What follows belongs to an exercise in optimizing a design on an open flow for small area, a short achievable clock period and few clock cycles; a production flow would make more cautious choices. Function was checked by simulation only, so behaviour that the tests miss may differ from the original. Power and IR drop assume default switching activity.

==> flow/design.v <==
module wzwave_fbs (
    input  wire        clk,
    input  wire        rst,
    input  wire        in_valid,
    input  wire [7:0]  in_data,
    output wire        in_ready,
    output wire        out_valid,
    input  wire        out_ready,
    output wire        out_hdr,
    output wire        out_last,
    output wire [3:0]  out_type,
    output wire [71:0] out_data
);
    localparam [3:0] C_CTL  = 4'd0,  C_MIS  = 4'd1,  C_BAD  = 4'd2,  C_MAL  = 4'd3,
                     C_VER  = 4'd4,  C_MEM  = 4'd5,  C_SUC  = 4'd6,  C_INIT = 4'd7,
                     C_NPI  = 4'd8,  C_SEND = 4'd9,  C_RNI  = 4'd10, C_UPD  = 4'd11,
                     C_ROUT = 4'd12, C_CMD  = 4'd13, C_OPQ  = 4'd14, C_SCB  = 4'd15;
    localparam [3:0] A_NOP = 4'd0, A_LEN = 4'd1, A_SH0 = 4'd2, A_SH  = 4'd3,
                     A_SHP = 4'd4, A_P1  = 4'd5, A_HDR = 4'd6, A_DAT = 4'd7,
                     A_MSK = 4'd8, A_XOR = 4'd9, A_RTH = 4'd10;
    reg  [7:0]    T;
    reg  [2047:0] ring;
    wire          we;
    wire [7:0]    wd;
    reg  [7:0]    sel;
    always @(posedge clk) begin
        if (rst) T <= 8'd0;
        else     T <= T + 8'd1;
        ring <= {ring[2039:0], we ? wd : ring[2047:2040]};
    end
    wire [7:0] rdat = ring[{sel, 3'b000} +: 8];
    reg  [7:0] b, sk;
    reg        bv, skv;
    wire       take;
    assign in_ready = ~skv;
    wire in_fire = in_valid & ~skv;
    always @(posedge clk) begin
        if (rst) begin
            bv  <= 1'b0;
            skv <= 1'b0;
        end else if (take || !bv) begin
            if (skv) begin
                b   <= sk;
                bv  <= 1'b1;
                skv <= 1'b0;
            end else begin
                b   <= in_data;
                bv  <= in_fire;
            end
        end else if (in_fire) begin
            sk  <= in_data;
            skv <= 1'b1;
        end
    end
    reg  [11:0] qm [0:7];
    reg  [2:0]  qwp, qrp;
    reg  [3:0]  qn;
    wire        qpush, qpop;
    wire [11:0] qin;
    wire        qfull = qn[3];
    wire        qne   = (qn != 4'd0);
    wire [3:0]  qh_code = qm[qrp][11:8];
    wire [7:0]  qh_s    = qm[qrp][7:0];
    always @(posedge clk) begin
        if (rst) begin
            qwp <= 3'd0;
            qrp <= 3'd0;
            qn  <= 4'd0;
        end else begin
            if (qpush) begin
                qm[qwp] <= qin;
                qwp <= qwp + 3'd1;
            end
            if (qpop) qrp <= qrp + 3'd1;
            qn <= qn + {3'd0, qpush} - {3'd0, qpop};
        end
    end
    localparam [1:0] R_HUNT = 2'd0, R_SOF = 2'd1, R_BODY = 2'd2;
    reg  [1:0] rx;
    reg  [7:0] rL, rcnt, acc, rs, wa;
    reg        d0, d1;
    reg  [3:0] kcode;
    reg        kmal;
    reg        al;           
    reg        blk;          
    reg        livec;
    reg  [7:0] agec;         
    reg  [7:0] W;            
    wire is_mark = (b == 8'h06) || (b == 8'h15) || (b == 8'h18);
    wire is_sof  = (b == 8'h01);
    wire lt3     = (b < 8'd3);
    wire blast   = (rcnt == rL - 8'd1);
    wire room    = !livec || (b <= ~agec);
    reg  t_ok;
    always @(*) begin
        case (rx)
            R_HUNT:  t_ok = is_mark ? (!blk && !qfull) : 1'b1;
            R_SOF:   t_ok = !blk && !qfull && (lt3 || room);
            default: t_ok = al && !blk;
        endcase
    end
    assign take = bv && t_ok;
    assign we   = take && ((rx == R_HUNT && is_mark) || rx == R_SOF || rx == R_BODY);
    assign wd   = b;
    assign qpush = take && ((rx == R_HUNT && is_mark) || (rx == R_SOF && lt3) ||
                            (rx == R_BODY && blast));
    reg  [3:0] k_code;
    reg  [7:0] k_nmin;
    always @(*) begin
        k_code = C_OPQ;
        k_nmin = 8'd0;
        if (d1) begin
            case (b)
                8'h15: begin k_code = C_VER;  k_nmin = 8'd1;  end
                8'h20: begin k_code = C_MEM;  k_nmin = 8'd5;  end
                8'h56: begin k_code = C_SUC;  k_nmin = 8'd1;  end
                8'h02: begin k_code = C_INIT; k_nmin = 8'd32; end
                8'h41: begin k_code = C_NPI;  k_nmin = 8'd5;  end
                8'h13: begin k_code = C_SEND; k_nmin = 8'd1;  end
                8'h60: begin k_code = C_RNI;  k_nmin = 8'd1;  end
                8'h80: begin k_code = C_ROUT; k_nmin = 8'd29; end
                default: ;
            endcase
        end else if (d0) begin
            case (b)
                8'h13: begin k_code = C_SCB;  k_nmin = 8'd2;  end
                8'h49: begin k_code = C_UPD;  k_nmin = 8'd2;  end
                8'h04: begin k_code = C_CMD;  k_nmin = 8'd3;  end
                default: ;
            endcase
        end
    end
    reg [3:0] f_code;
    always @(*) begin
        if (rx == R_HUNT)       f_code = C_CTL;
        else if (rx == R_SOF)   f_code = C_BAD;
        else if (acc != b)      f_code = C_MIS;
        else if (kmal)          f_code = C_MAL;
        else                    f_code = kcode;
    end
    assign qin = {f_code, (rx == R_BODY) ? rs : T};
    always @(posedge clk) begin
        if (rst) begin
            rx <= R_HUNT;
        end else if (take) begin
            case (rx)
                R_HUNT: if (is_sof) rx <= R_SOF;
                R_SOF: begin
                    if (lt3) begin
                        rx <= is_sof ? R_SOF : R_HUNT;
                    end else begin
                        rL   <= b;
                        rcnt <= 8'd0;
                        acc  <= ~b;
                        rs   <= T;
                        rx   <= R_BODY;
                    end
                end
                default: begin
                    rcnt <= rcnt + 8'd1;
                    acc  <= acc ^ b;
                    if (rcnt == 8'd0) begin
                        d0 <= (b == 8'h00);
                        d1 <= (b == 8'h01);
                    end
                    if (rcnt == 8'd1) begin
                        kcode <= k_code;
                        kmal  <= (rL - 8'd3) < k_nmin;
                    end
                    if (blast) rx <= R_HUNT;
                end
            endcase
        end
    end
    reg        i_v;
    reg  [3:0] i_code;
    reg  [7:0] i_s;
    reg        i_ph;          
    reg  [2:0] i_h;
    reg  [7:0] i_k;
    reg  [7:0] ra;
    reg  [7:0] rq;
    reg        tq_v;
    reg  [3:0] tq_act;
    reg  [3:0] tq_code;
    reg        tq_last;
    reg  [4:0] tq_j;
    reg  [7:0] e_L;
    reg  [7:0] cacc;
    reg  [7:0] pd;
    reg  [7:0] cm;
    reg        cmv, pendh, fin;
    reg         o_valid, o_hdr, o_last;
    reg  [3:0]  o_type;
    reg  [65:0] od;
    wire        ofree = !o_valid || out_ready;
    wire [7:0] L_f = (tq_v && tq_act == A_LEN) ? rq : e_L;
    reg  [3:0] s_act;
    reg        s_last;
    reg  [4:0] s_j;
    always @(*) begin
        s_act  = A_NOP;
        s_last = 1'b0;
        s_j    = 5'd0;
        if (!i_ph) begin
            case (i_code)
                C_CTL, C_BAD, C_SUC, C_SEND, C_RNI: begin s_act = A_HDR; s_last = 1'b1; end
                C_SCB: begin s_act = (i_h == 3'd0) ? A_SH0 : A_HDR; s_last = (i_h == 3'd1); end
                C_MEM: begin
                    s_act  = (i_h == 3'd0) ? A_SH0 : (i_h == 3'd4) ? A_HDR : A_SH;
                    s_last = (i_h == 3'd4);
                end
                C_INIT: s_act = (i_h == 3'd0) ? A_SH0 : (i_h == 3'd2) ? A_SHP : A_SH;
                C_ROUT: s_act = A_RTH;
                C_UPD: begin
                    s_act  = (i_h == 3'd0) ? A_LEN : (i_h == 3'd1) ? A_SH0 : A_HDR;
                    s_last = (i_h == 3'd2) && (e_L == 8'd5);
                end
                C_CMD: begin
                    s_act  = (i_h == 3'd0) ? A_LEN : (i_h == 3'd1) ? A_SH0 :
                             (i_h == 3'd2) ? A_SH : A_HDR;
                    s_last = (i_h == 3'd3) && (e_L == 8'd6);
                end
                C_OPQ: begin
                    s_act  = (i_h == 3'd0) ? A_LEN : (i_h == 3'd1) ? A_SH0 : A_HDR;
                    s_last = (i_h == 3'd2) && (e_L == 8'd3);
                end
                C_VER: begin
                    s_act  = (i_h == 3'd0) ? A_LEN : (i_h == 3'd1) ? A_NOP : A_HDR;
                    s_last = (i_h == 3'd2) && (e_L == 8'd4);
                end
                C_NPI: begin
                    s_act  = (i_h == 3'd0) ? A_LEN : (i_h == 3'd1) ? A_P1 :
                             (i_h == 3'd2) ? A_SH0 : (i_h == 3'd5) ? A_HDR : A_SH;
                    s_last = (i_h == 3'd5);
                end
                C_MIS: s_act = A_LEN;
                C_MAL: begin
                    s_act  = (i_h == 3'd0) ? A_LEN : (i_h == 3'd1) ? A_SH0 : A_HDR;
                    s_last = (i_h == 3'd2);
                end
                default: ;
            endcase
        end else begin
            case (i_code)
                C_INIT: begin s_act = A_MSK; s_j = i_k[4:0] - 5'd6; s_last = (i_k == 8'd34); end
                C_ROUT: begin s_act = A_MSK; s_j = i_k[4:0] - 5'd3; s_last = (i_k == 8'd31); end
                C_MIS:  begin s_last = (i_k == L_f); s_act = s_last ? A_HDR : A_XOR; end
                C_VER:  begin s_act = A_DAT; s_last = (i_k == e_L - 8'd2); end
                default: begin s_act = A_DAT; s_last = (i_k == e_L - 8'd1); end
            endcase
        end
    end
    reg        n_ph;
    reg  [2:0] n_h;
    reg  [7:0] n_k;
    always @(*) begin
        n_ph = i_ph;
        n_h  = i_h + 3'd1;
        n_k  = i_k + 8'd1;
        if (!i_ph) begin
            case (i_code)
                C_INIT: if (i_h == 3'd2) begin n_ph = 1'b1; n_k = 8'd6; end
                C_ROUT: begin n_ph = 1'b1; n_k = 8'd3; end
                C_UPD:  if (i_h == 3'd2) begin n_ph = 1'b1; n_k = 8'd5; end
                C_CMD:  if (i_h == 3'd3) begin n_ph = 1'b1; n_k = 8'd6; end
                C_OPQ:  if (i_h == 3'd2) begin n_ph = 1'b1; n_k = 8'd3; end
                C_VER:  if (i_h == 3'd2) begin n_ph = 1'b1; n_k = 8'd3; end
                C_MIS:  begin n_ph = 1'b1; n_k = 8'd1; end
                default: ;
            endcase
        end
    end
    function [7:0] step_off(input [3:0] code, input ph, input [2:0] h, input [7:0] k,
                            input [7:0] L);
        begin
            step_off = k;
            if (!ph) begin
                case (code)
                    C_SUC, C_SEND, C_RNI: step_off = 8'd3;
                    C_SCB:  step_off = (h == 3'd0) ? 8'd4 : 8'd3;
                    C_MEM:  step_off = (h == 3'd0) ? 8'd7 : {5'd0, h} + 8'd2;
                    C_INIT: step_off = 8'd5 - {5'd0, h};
                    C_UPD:  step_off = (h == 3'd0) ? 8'd0 : 8'd5 - {5'd0, h};
                    C_CMD:  step_off = (h == 3'd0) ? 8'd0 : 8'd6 - {5'd0, h};
                    C_OPQ, C_MAL: step_off = (h == 3'd0) ? 8'd0 : 8'd3 - {5'd0, h};
                    C_VER:  step_off = (h == 3'd2) ? L - 8'd1 : 8'd0;
                    C_NPI:  step_off = (h == 3'd0) ? 8'd0 : (h == 3'd1) ? 8'd4 :
                                       (h == 3'd5) ? 8'd3 : L + 8'd1 - {5'd0, h};
                    default: step_off = 8'd0;
                endcase
            end
        end
    endfunction
    wire [7:0] m     = cmv ? cm : rq;
    wire       m_nz  = (m != 8'd0);
    reg  [2:0] m_i;
    always @(*) begin
        casez (m)
            8'b???????1: m_i = 3'd0;
            8'b??????10: m_i = 3'd1;
            8'b?????100: m_i = 3'd2;
            8'b????1000: m_i = 3'd3;
            8'b???10000: m_i = 3'd4;
            8'b??100000: m_i = 3'd5;
            8'b?1000000: m_i = 3'd6;
            default:     m_i = 3'd7;
        endcase
    end
    wire [7:0] m_rest = m & (m - 8'd1);
    reg c_done;       
    always @(*) begin
        c_done = 1'b1;
        if (fin) c_done = !tq_v;
        else if (tq_v) begin
            case (tq_act)
                A_NOP, A_LEN, A_P1, A_XOR: c_done = 1'b1;
                A_MSK: c_done = !m_nz || (ofree && (m_rest == 8'd0));
                default: c_done = ofree;
            endcase
        end
    end
    wire adv = c_done;
    wire ilast = !i_v || s_last;
    assign qpop = adv && ilast && qne;
    wire [7:0] ra_next = !adv ? ra :
                         ilast ? qh_s + step_off(qh_code, 1'b0, 3'd0, 8'd0, 8'd0) :
                         i_s + step_off(i_code, n_ph, n_h, n_k, L_f);
    always @(posedge clk) begin
        sel <= T - ra_next;
        ra  <= ra_next;
        if (rst) begin
            i_v  <= 1'b0;
            tq_v <= 1'b0;
        end else if (adv) begin
            rq      <= rdat;
            tq_v    <= i_v;
            tq_act  <= s_act;
            tq_code <= i_code;
            tq_last <= s_last;
            tq_j    <= s_j;
            if (ilast) begin
                i_v    <= qne;
                i_code <= qh_code;
                i_s    <= qh_s;
                i_ph   <= 1'b0;
                i_h    <= 3'd0;
                i_k    <= 8'd0;
            end else begin
                i_ph <= n_ph;
                i_h  <= n_h;
                i_k  <= n_k;
            end
        end
    end
    function [7:0] nmin_of(input [7:0] dir, input [7:0] fc);
        begin
            nmin_of = 8'd0;
            if (dir == 8'h01) begin
                case (fc)
                    8'h15, 8'h56, 8'h13, 8'h60: nmin_of = 8'd1;
                    8'h20, 8'h41: nmin_of = 8'd5;
                    8'h02: nmin_of = 8'd32;
                    8'h80: nmin_of = 8'd29;
                    default: ;
                endcase
            end else if (dir == 8'h00) begin
                case (fc)
                    8'h13, 8'h49: nmin_of = 8'd2;
                    8'h04: nmin_of = 8'd3;
                    default: ;
                endcase
            end
        end
    endfunction
    wire [1:0] tier = rq[5:4];
    reg  [65:0] hfmt;
    always @(*) begin
        hfmt = 66'd0;
        case (tq_code)
            C_MIS:  hfmt[23:0] = {cacc, rq, e_L};
            C_MAL:  hfmt[31:0] = {nmin_of(rq, od[7:0]), e_L - 8'd3, od[7:0], rq};
            C_MEM:  hfmt[39:0] = {od[31:0], rq};
            C_SUC:  hfmt[8:0]  = {(rq != 8'd0), rq};
            C_NPI: begin
                hfmt[65:42] = od[23:0];
                hfmt[7:0]   = rq;
                hfmt[15:8]  = pd;
                hfmt[16]    = rq[7];
                hfmt[18:17] = tier;
                hfmt[21:19] = rq[2:0];
                hfmt[22]    = pd[3];
                hfmt[23]    = pd[4];
                hfmt[24]    = pd[0];
                hfmt[25]    = !tier[1];
                hfmt[41:26] = (tier == 2'd0) ? 16'd9600 : (tier == 2'd1) ? 16'd40000 : 16'd0;
            end
            C_SEND: begin hfmt[7:0] = rq; hfmt[24] = 1'b1; end
            C_SCB:  begin hfmt[23:8] = {od[7:0], rq}; hfmt[25] = 1'b1; end
            C_RNI:  hfmt[8:0] = {(rq == 8'h01), rq};
            C_UPD, C_OPQ: hfmt[15:0] = {od[7:0], rq};
            C_CMD:  hfmt[23:0] = {od[15:0], rq};
            default: hfmt[7:0] = rq;
        endcase
    end
    wire [3:0] tq_type = (tq_code == C_SCB) ? C_SEND : tq_code;
    always @(posedge clk) begin
        if (rst) begin
            o_valid <= 1'b0;
            fin     <= 1'b0;
            cmv     <= 1'b0;
            pendh   <= 1'b0;
        end else begin
            if (out_ready) o_valid <= 1'b0;
            if (fin) begin
                if (ofree) begin
                    o_valid <= 1'b1;
                    o_last  <= 1'b1;
                    o_hdr   <= pendh;
                    if (!pendh) od <= {58'd0, pd + 8'd1};
                    pendh   <= 1'b0;
                    fin     <= 1'b0;
                end
            end else if (tq_v) begin
                case (tq_act)
                    A_LEN: begin e_L <= rq; cacc <= ~rq; end
                    A_XOR: cacc <= cacc ^ rq;
                    A_P1:  pd <= rq;
                    A_SH0: if (ofree) od <= {58'd0, rq};
                    A_SH:  if (ofree) od <= {od[57:0], rq};
                    A_SHP: if (ofree) begin
                        od     <= {od[57:0], rq};
                        pendh  <= 1'b1;
                        o_type <= tq_type;
                    end
                    A_RTH: if (ofree) begin
                        od     <= 66'd0;
                        pendh  <= 1'b1;
                        o_type <= tq_type;
                    end
                    A_HDR: if (ofree) begin
                        o_valid <= 1'b1;
                        o_hdr   <= 1'b1;
                        o_last  <= tq_last;
                        o_type  <= tq_type;
                        od      <= hfmt;
                    end
                    A_DAT: if (ofree) begin
                        o_valid <= 1'b1;
                        o_hdr   <= 1'b0;
                        o_last  <= tq_last;
                        o_type  <= tq_type;
                        od      <= {58'd0, rq};
                    end
                    A_MSK: begin
                        if (m_nz) begin
                            if (ofree) begin
                                o_valid <= 1'b1;
                                o_last  <= 1'b0;
                                o_hdr   <= pendh;
                                if (!pendh) od <= {58'd0, pd + 8'd1};
                                pendh   <= 1'b0;
                                pd      <= {tq_j, m_i};
                                if (m_rest == 8'd0) begin
                                    cmv <= 1'b0;
                                    fin <= tq_last;
                                end else begin
                                    cm  <= m_rest;
                                    cmv <= 1'b1;
                                end
                            end
                        end else begin
                            fin <= tq_last;
                        end
                    end
                    default: ;
                endcase
            end
        end
    end
    assign out_valid = o_valid;
    assign out_hdr   = o_hdr;
    assign out_last  = o_last;
    assign out_type  = o_type;
    assign out_data  = {6'd0, od};
    wire       live = i_v || qne || (rx == R_BODY);
    wire [7:0] H    = i_v ? i_s : qne ? qh_s : rs;
    wire [7:0] T1   = T + 8'd1;
    always @(posedge clk) begin
        if (rst) begin
            blk   <= 1'b0;
            livec <= 1'b0;
            al    <= 1'b0;
        end else begin
            if (we) begin
                W     <= T1;
                wa    <= T1;
                al    <= 1'b1;
                blk   <= live && (T1 == H);
                agec  <= live ? (T1 - H) : 8'd1;
                livec <= 1'b1;
            end else begin
                al    <= (T1 == wa);
                blk   <= live && (((T1 - H) < (W - H)) || (W == H));
                agec  <= T1 - H;
                livec <= live;
            end
        end
    end
endmodule
==> flow/run.sh <==
#!/bin/bash
# synth_recipe.tcl (not shown) runs the flow's synth.tcl, then flattens the netlist and writes it again
# the make line also repeats each setting of config.mk as NAME=value (left out here)
make -C /OpenROAD-flow-scripts/flow DESIGN_CONFIG=/design/flow/config.mk WORK_HOME=/design/flow/orfs CLKGATE_MAP_FILE= SYNTH_SCRIPT=/design/flow/synth_recipe.tcl finish
==> flow/config.mk <==
export PLATFORM = sky130hd
export DESIGN_NAME = wzwave_fbs
export DESIGN_NICKNAME = wzwave_fbs
export VERILOG_FILES = /design/flow/design.v
export SDC_FILE = /design/flow/constraint.sdc
export NUM_CORES = 4
export LEC_CHECK = 0
export CAP_MARGIN = 20
export CORE_MARGIN = 2
export CORE_UTILIZATION = 40
export SETUP_SLACK_MARGIN = 5
export SLEW_MARGIN = 20
==> flow/constraint.sdc <==
create_clock -name core_clock -period 10.0 [get_ports {clk}]
set_input_delay 2.0000 -clock core_clock [delete_from_list [all_inputs] [get_ports {clk}]]
set_output_delay 2.0000 -clock core_clock [all_outputs]
set_load 0.01 [all_outputs]
==> results of run 1 <==
## cells by family after synthesis
logic type      after synthesis
simple gates                642
other cells                   1
xor+xnor                    146
flops                      2414
buf+inv                     413
fa+ha+maj                   105
mux                         766
compound gates              547
## cell usage in the layout, fill, tap and decap left out, types with 14 or more instances in the layout
master	count
nand4_1	25
edfxtp_1	316
o21ai_0	137
o22ai_1	23
mux2i_1	24
a21oi_1	109
inv_1	107
nor2_1	167
clkinv_2	43
buf_4	89
mux2_2	30
xor2_1	54
bufinv_16	21
a21o_1	28
clkbuf_1	49
nor3_1	46
a211oi_1	17
mux4_2	704
nor4_1	17
a31oi_1	16
ha_1	92
nor2b_1	30
and3_1	22
nand2_1	166
xnor2_1	89
nand2b_1	26
clkbuf_8	47
clkbuf_16	218
o21a_1	14
nand3_1	41
clkdlybuf4s50_1	84
dfxtp_1	2091
a22oi_1	52
## through the flow
stage                     setup slack [ns]  cell area (µm²)  std cells  hold slack [ns]   util
after global routing                  4.44            90800       7979            0.331  0.461
after CTS                             4.65            90500       7965            0.322  0.459
final                                 4.73            90800       7980            0.324  0.461
after detailed placement              4.15            82700       7528            0.331  0.420
after global placement                4.20            82700       7528            0.328  0.420
after floorplan                       4.97            79200       5039            0.326      -
## synth_stat cells (all sizes together) (37+ instances only)
master,n
dfxtp,2098
mux4,704
edfxtp,316
clkbuf,190
nor2,172
nand2,168
o21ai,150
a21oi,122
inv,112
buf,110
ha,97
xnor2,91
xor2,54
a22oi,53
nor3,49
nand3,41
mux2,37
## worst register-to-register path, delay by kind of cell, from the launching register on
family | cells | cell delay [ns]
xor+xnor | 2 | 0.36
fa+ha+maj | 5 | 1.38
simple gates | 4 | 0.65
buf+inv | 4 | 0.55
flops | 1 | 0.39
mux | 1 | 0.10
compound gates | 12 | 1.71
## how the worst max path moves through the flow
stage                    from  endpoint  slack [ns]  depth (start not counted)
CTS                 tq_act[2]    sel[7]        4.65                         29
floorplan           tq_act[1]    sel[7]        4.97                         27
detailed placement     e_L[1]    sel[7]        4.15                         21
global route        tq_act[3]    sel[7]        4.44                         29
finish              tq_act[1]    sel[7]        4.73                         28
global placement    tq_act[1]    sel[7]        4.20                         26
## timing repair
item                                    in CTS  in global routing
buffers inserted                            28                 12
endpoints found under the setup margin      11                 30
gates cloned                                 0                  1
resized for setup                           20                 42
pin swaps                                   15                 18
## power by group
part | internal [mW] | switching [mW] | total (mW)
Combinational | 2.15 | 2.64 | 4.80
Clock | 4.94 | 3.61 | 8.55
Sequential | 10.0 | 0.425 | 10.5
Total | 17.1 | 6.67 | 23.8
## per-layer routing
metal  part of all wire  up-vias  track usage
li1                   -    19000            -
met1               0.47    20900        0.221
met2               0.46      969        0.240
met3              0.047      269       0.0274
met4              0.022        0       0.0431
met5                  0        -            0
## final cells by class
type	instances	area (µm²)
clock inverters	95	1250
repair buffers	189	1730
inverters	113	424
diodes	2	5.00
clock buffers	314	6290
flip-flops and latches	2414	51500
fillers	16900	106000
well taps	2640	3300
multi-input cells	2213	26300
==> impl_metrics.py, run 1 <==
metrics = {
    "status": {
        "status": "timing/DRC/antenna clean",
    },
    "power_and_ir_drop": {
        "powerDensity_mw_per_mm2": 262,
        "power.total_mw": 23.8,
        "power_leakage_nw": 33.3,
        "peakVddDrop_v": 0.000286,
    },
    "placed_design": {
        "place_hpwl_um": 95200,
        "place.port_buffers": 85,
        "place.gp.congestion": 0.877,
    },
    "logic_synthesis": {
        "yosys.area.top_type": "dfxtp_1",
        "synth_xor_area_frac": 0.0163,
        "synth_top_area_share": 0.531,
        "synth_top_family_by_area": "multiplexers",
        "ys_seq_elements": 2414,
        "synth_cell_types": 99,
        "ys.flop_type": "dfxtp_1",
        "synth_edf_count": 316,
        "synthSimpleGateAreaFrac": 0.0408,
        "syn_avg_cell_area_um2": 15.7,
        "synth_mux_area_frac": 0.209,
        "yosysWarnings": 1,
        "seq_area_frac_synth": 0.651,
        "async_reset_ff_frac": 0,
        "synthCells": 5034,
        "synth_adder_area_share": 0.0172,
        "synth_compound_area_frac": 0.0449,
        "synthTopCellsByArea": "dfxtp_1, mux4_2, edfxtp_1",
        "mappedNetlistArea_mm2": 0.0791,
    },
    "floorplanning": {
        "die_h_um": 449,
        "start_util": 0.402,
        "die_w_um": 449,
        "rows": 163,
        "core_mm2": 0.197,
        "dieArea_mm2": 0.201,
        "ios": 92,
    },
    "worst_setup_path": {
        "r2r_start": "tq_act[1]",
        "reg2reg_depth": 28,
        "rrSetupSlack_ns": 4.73,
        "start_kind": "flop",
        "cp_slowest_cell": "fa_1",
        "slowest_delay_ns": 0.45,
        "r2r_end": "sel[7]",
        "crit_buf_inv": 4,
        "end_kind": "flop",
        "crit_arrival_ns": 5.97,
        "critPathRequiredTime_ns": 10.70,
        "cp_max_fo": 3,
        "crit_family": "compound AO/OA/AOI/OAI gates",
        "crit_type": "flop to flop",
    },
    "grt": {
        "antenna_found_initial": 3,
        "grt-ovfl-total": 0,
        "grt_pass1_wl_um": 250000,
        "grt_start_max_net_pins": 150,
        "grt_pass1_vias": 43300,
        "grt_usage": 0.154,
    },
    "timing": {
        "post-route-period-util": 0.527,
        "hold_violations": 0,
        "worstMarginPinSlew_ns": 1.06,
        "slew_headroom": 0.284,
        "max_freq_mhz": 190,
        "final.setup_skew_ns": 0.0256,
        "setup_viol_count_final": 0,
        "rsz0062_at_grt": "yes",
        "min_period_ns": 5.27,
        "slew_violations": 0,
        "tns_ns": 0,
    },
    "routing": {
        "drt-total-wl_um": 155000,
        "vias_per_cell": 5.16,
        "vias": 41200,
        "detail_route.drc_violations": 0,
        "drt_iter0_drc": 2815,
        "ant_nets": 0,
        "firstDrtPassIters": 6,
        "wl_per_cell_um": 19.4,
    },
    "hold_path": {
        "hp-start": "ring[1794]",
        "hold_path_end": "ring[1802]",
        "hold_depth": 0,
        "hold_class": "flop to flop",
    },
    "job": {
        "drv_cap": 0,
    },
    "cells_and_area": {
        "largest_reg_flops": 2048,
        "nets": 5263,
        "top_register": "ring",
        "drive_gt1_frac": 0.241,
        "area_growth_pct": 14.7,
        "reg_top3": "ring x2048, qm x96, od x66",
    },
    "cts": {
        "clk_latency_ns": 0.84,
        "cts_buffers": 216,
        "cts.sinks": 2414,
        "htree_levels": 4,
        "cts_root_buf": "clkbuf_16",
        "cts_max_path_buffers": 3,
        "cts_tree": "built",
        "cts_hold_buf": 0,
        "clk_pin_slew_ns": 0.06,
    },
}
Testbench counts, summed over its fixed seeds: cycles 32,570.
==> run 2: changes to the inputs <==
--- a/flow/config.mk
+++ b/flow/config.mk
@@ -9,4 +9,3 @@
 export CORE_MARGIN = 2
 export CORE_UTILIZATION = 40
-export SETUP_SLACK_MARGIN = 5
 export SLEW_MARGIN = 20
==> impl_metrics.py, run 2 <==
metrics = {
    "cells_and_area": {
        "fillers": 17000,
        "regArea_mm2": 0.0515,
        "top_register": "ring",
        "reg_top3": "ring x2048, qm x96, od x66",
        "area_growth_pct": 13.9,
        "drive_gt1_frac": 0.227,
        "n_antenna_cell": 0,
        "multi_input_area_mm2": 0.0261,
        "nets": 5218,
        "largest_reg_flops": 2048,
        "final_common_cell": "dfxtp_1",
        "mostFrequentLayoutCells": "dfxtp_1, mux4_2, edfxtp_1, clkbuf_16, nor2_1",
    },
    "placed_design": {
        "place.gp.congestion": 0.892,
        "place_hpwl_um": 94000,
        "place.port_buffers": 85,
    },
    "floorplanning": {
        "dieArea_mm2": 0.201,
        "core_mm2": 0.197,
        "ios": 92,
        "die_h_um": 449,
        "rows": 163,
        "start_util": 0.402,
        "die_w_um": 449,
    },
    "cts": {
        "cts_hold_buf": 0,
        "cts_buffers": 218,
        "cts_tree": "built",
        "clk_pin_slew_ns": 0.06,
        "cts_resized": 0,
        "cts_root_buf": "clkbuf_16",
        "cts_max_path_buffers": 3,
        "clk_latency_ns": 0.83,
        "cts.sinks": 2414,
        "post_cts_buffers": 0,
        "htree_levels": 4,
    },
    "logic_synthesis": {
        "synthTopCellsByArea": "dfxtp_1, mux4_2, edfxtp_1",
        "yosys-top-cells-count": "dfxtp_1, mux4_2, edfxtp_1, clkbuf_1, nor2_1",
        "yosys.area.top_type": "dfxtp_1",
        "synth_top_area_share": 0.531,
        "synthCells": 5034,
        "synth.most_common_cell": "dfxtp_1",
        "syn_avg_cell_area_um2": 15.7,
        "seq_area_frac_synth": 0.651,
        "async_reset_ff_frac": 0,
        "ys_seq_elements": 2414,
        "mappedNetlistArea_mm2": 0.0791,
        "ys.flop_type": "dfxtp_1",
        "synth_edf_count": 316,
        "yosysWarnings": 1,
        "synth_cell_types": 99,
    },
    "grt": {
        "grt_usage": 0.154,
        "antenna_found_initial": 2,
        "grt_pass1_wl_um": 252000,
        "grt_start_max_net_pins": 148,
        "grt-ovfl-total": 0,
        "grt_pass1_vias": 43300,
    },
    "worst_setup_path": {
        "start_kind": "flop",
        "end_kind": "flop",
        "crit_type": "flop to flop",
        "slowest_delay_ns": 0.66,
        "crit_arrival_ns": 6.92,
        "crit_buf_inv": 2,
        "cp_slowest_cell": "or4b_4",
        "critPathRequiredTime_ns": 10.70,
        "crit_family": "simple AND/OR/NAND/NOR gates",
        "cp_max_fo": 13,
        "crit_top_cell": "ha_1",
    },
    "power_and_ir_drop": {
        "power.total_mw": 23.6,
        "power_leakage_nw": 33.0,
        "powerDensity_mw_per_mm2": 261,
        "peakVddDrop_v": 0.000325,
    },
    "status": {
        "status": "timing/DRC/antenna clean",
    },
    "routing": {
        "drt-total-wl_um": 155000,
        "firstDrtPassIters": 6,
        "vias": 40900,
        "drt_iter0_drc": 2538,
        "ant_nets": 0,
        "vias_per_cell": 5.15,
        "detail_route.drc_violations": 0,
        "wl_per_cell_um": 19.5,
    },
    "timing": {
        "max_freq_mhz": 161,
        "setup_viol_count_final": 0,
        "worstMarginPinSlew_ns": 1.07,
        "slew_violations": 0,
        "rsz0062_at_grt": "no",
        "tns_ns": 0,
        "min_period_ns": 6.22,
        "slew_headroom": 0.284,
        "post-route-period-util": 0.622,
        "final.setup_skew_ns": 0.0397,
        "hold_violations": 0,
    },
    "job": {
        "drv_cap": 0,
    },
    "hold_path": {
        "hold_class": "flop to flop",
    },
}
-- run 2: changes by cell type in the layout (fill, tap and decap cells not counted), moves of 4 or more --
| cell | before | now |
|---|---|---|
| buf_4 | 89 | 51 |
| a21oi_1 | 109 | 121 |
| buf_6 | 10 | 0 |
| a21oi_2 | 10 | 1 |
| clkinv_1 | 5 | 13 |
| clkbuf_1 | 49 | 44 |
| ha_1 | 92 | 97 |
| o21ai_0 | 137 | 142 |
| ha_4 | 4 | 0 |
-- run 2: layout make-up --
| class | instances | area share |
|---|---|---|
| Inverter | 113 | 0.00471 |
| Clock inverter | 102 | 0.0131 |
| Sequential cell | 2414 | 0.572 |
| Multi-Input combinational cell | 2212 | 0.289 |
| Timing Repair Buffer | 143 | 0.0152 |
| Clock buffer | 308 | 0.0696 |
| Tap cell | 2640 | 0.0366 |
-- run 2: report_power, final --
part	switching, mW	leakage (nW)	internal, mW	total [mW]
clock network	3.60	3.68	4.87	8.47
logic	2.62	9.47	2.05	4.67
registers	0.378	19.9	10.0	10.4
total	6.60	33.0	17.0	23.6
-- run 2: per-stage QoR --
stage               setup WS [ns]  hold slack [ns]  area [µm²]  std cells  utilization
floorplan                    4.15            0.326       79200       5039            -
global placement             3.86            0.327       82700       7522        0.420
detailed placement           3.83            0.331       82700       7522        0.420
CTS                          3.82            0.315       90100       7932        0.457
global route                 3.21            0.324       90100       7932        0.457
finish                       3.78            0.324       90100       7932        0.457
-- run 2: layer usage --
layer  GRT usage  wire length (µm)
met5           0                 0
met4      0.0421              3050
met3      0.0275              6890
met2       0.243             71500
met1       0.220             73300
-- run 2: worst paths after layout --
kind | end | slack (ns) | cells after the start | start
max reg2reg | sel[7] | 3.78 | 27 | tq_act[1]
min | ring[129] | 0.32 | 0 | ring[121]
max | sel[7] | 3.78 | 27 | tq_act[1]
min reg2reg | ring[129] | 0.32 | 0 | ring[121]
-- run 2: logic make-up (layout without fill, tap and decap cells) --
| kind of cell | Yosys count | count (layout) | share of synthesized area |
|---|---|---|---|
| buffers and inverters | 413 | 666 | 0.0212 |
| muxes | 766 | 766 | 0.209 |
| adders and majority gates | 105 | 105 | 0.0172 |
| xor gates and xnor gates | 146 | 146 | 0.0163 |
| DFF | 2414 | 2414 | 0.651 |
| other | 1 | 6 | 0.0000474 |
| and+or+nand+nor | 642 | 642 | 0.0408 |
| AOI/OAI and AO/OA | 547 | 547 | 0.0449 |
-- run 2: worst register-to-register path: stages (launching register included) --
cell and delay, ns:
edfxtp_1 0.60, or4b_4 0.66, nor2_1 0.57, a21oi_1 0.26, inv_1 0.11, ha_1 0.15
ha_1 0.20, fa_1 0.41, nor3b_1 0.15, a211oi_1 0.20, o21ai_0 0.12, a21oi_1 0.14
o22ai_1 0.11, ha_1 0.35, nor2b_1 0.14, o21ai_0 0.14, nand2b_1 0.11, a21o_1 0.18
a21oi_1 0.17, xor2_1 0.16, o21ai_1 0.07, mux2_2 0.30, inv_1 0.06, ha_1 0.17
nor2_1 0.07, o2111ai_1 0.19, o211ai_1 0.12, xor3_1 0.19

==> separate check: timing with driven ports <==
Ports are ideal in the flow. The routed layouts listed here were re-timed in OpenROAD.
Step 1 assumes that a clkbuf_16 drives the clock port and a buf_2 every other input.
Step 2 moves the port delays by t, midway between the first and last clock arrival at a register: inputs arrive t later, outputs are due t later. That takes back most of the time a late clock gives input paths.
a / b / c = ideal / step 1 / step 2; a / b = the first two.
| run | t (ns) | slack for setup (ns) | worst data-port slew with drivers (ns) | cell pins on the clock port's net |
|---|---|---|---|---|
| run 1 | 0.911 | 4.735 / 4.735 / 4.438 | 0.04 | 1 |
| run 2 | 0.906 | 3.776 / 3.776 / 3.776 | 0.05 | 1 |
After both steps setup and hold are still met in every run listed. For run 1, which loses most, drivers alone change the setup slack by 0.000 ns; drivers and shift together by -0.297 ns.
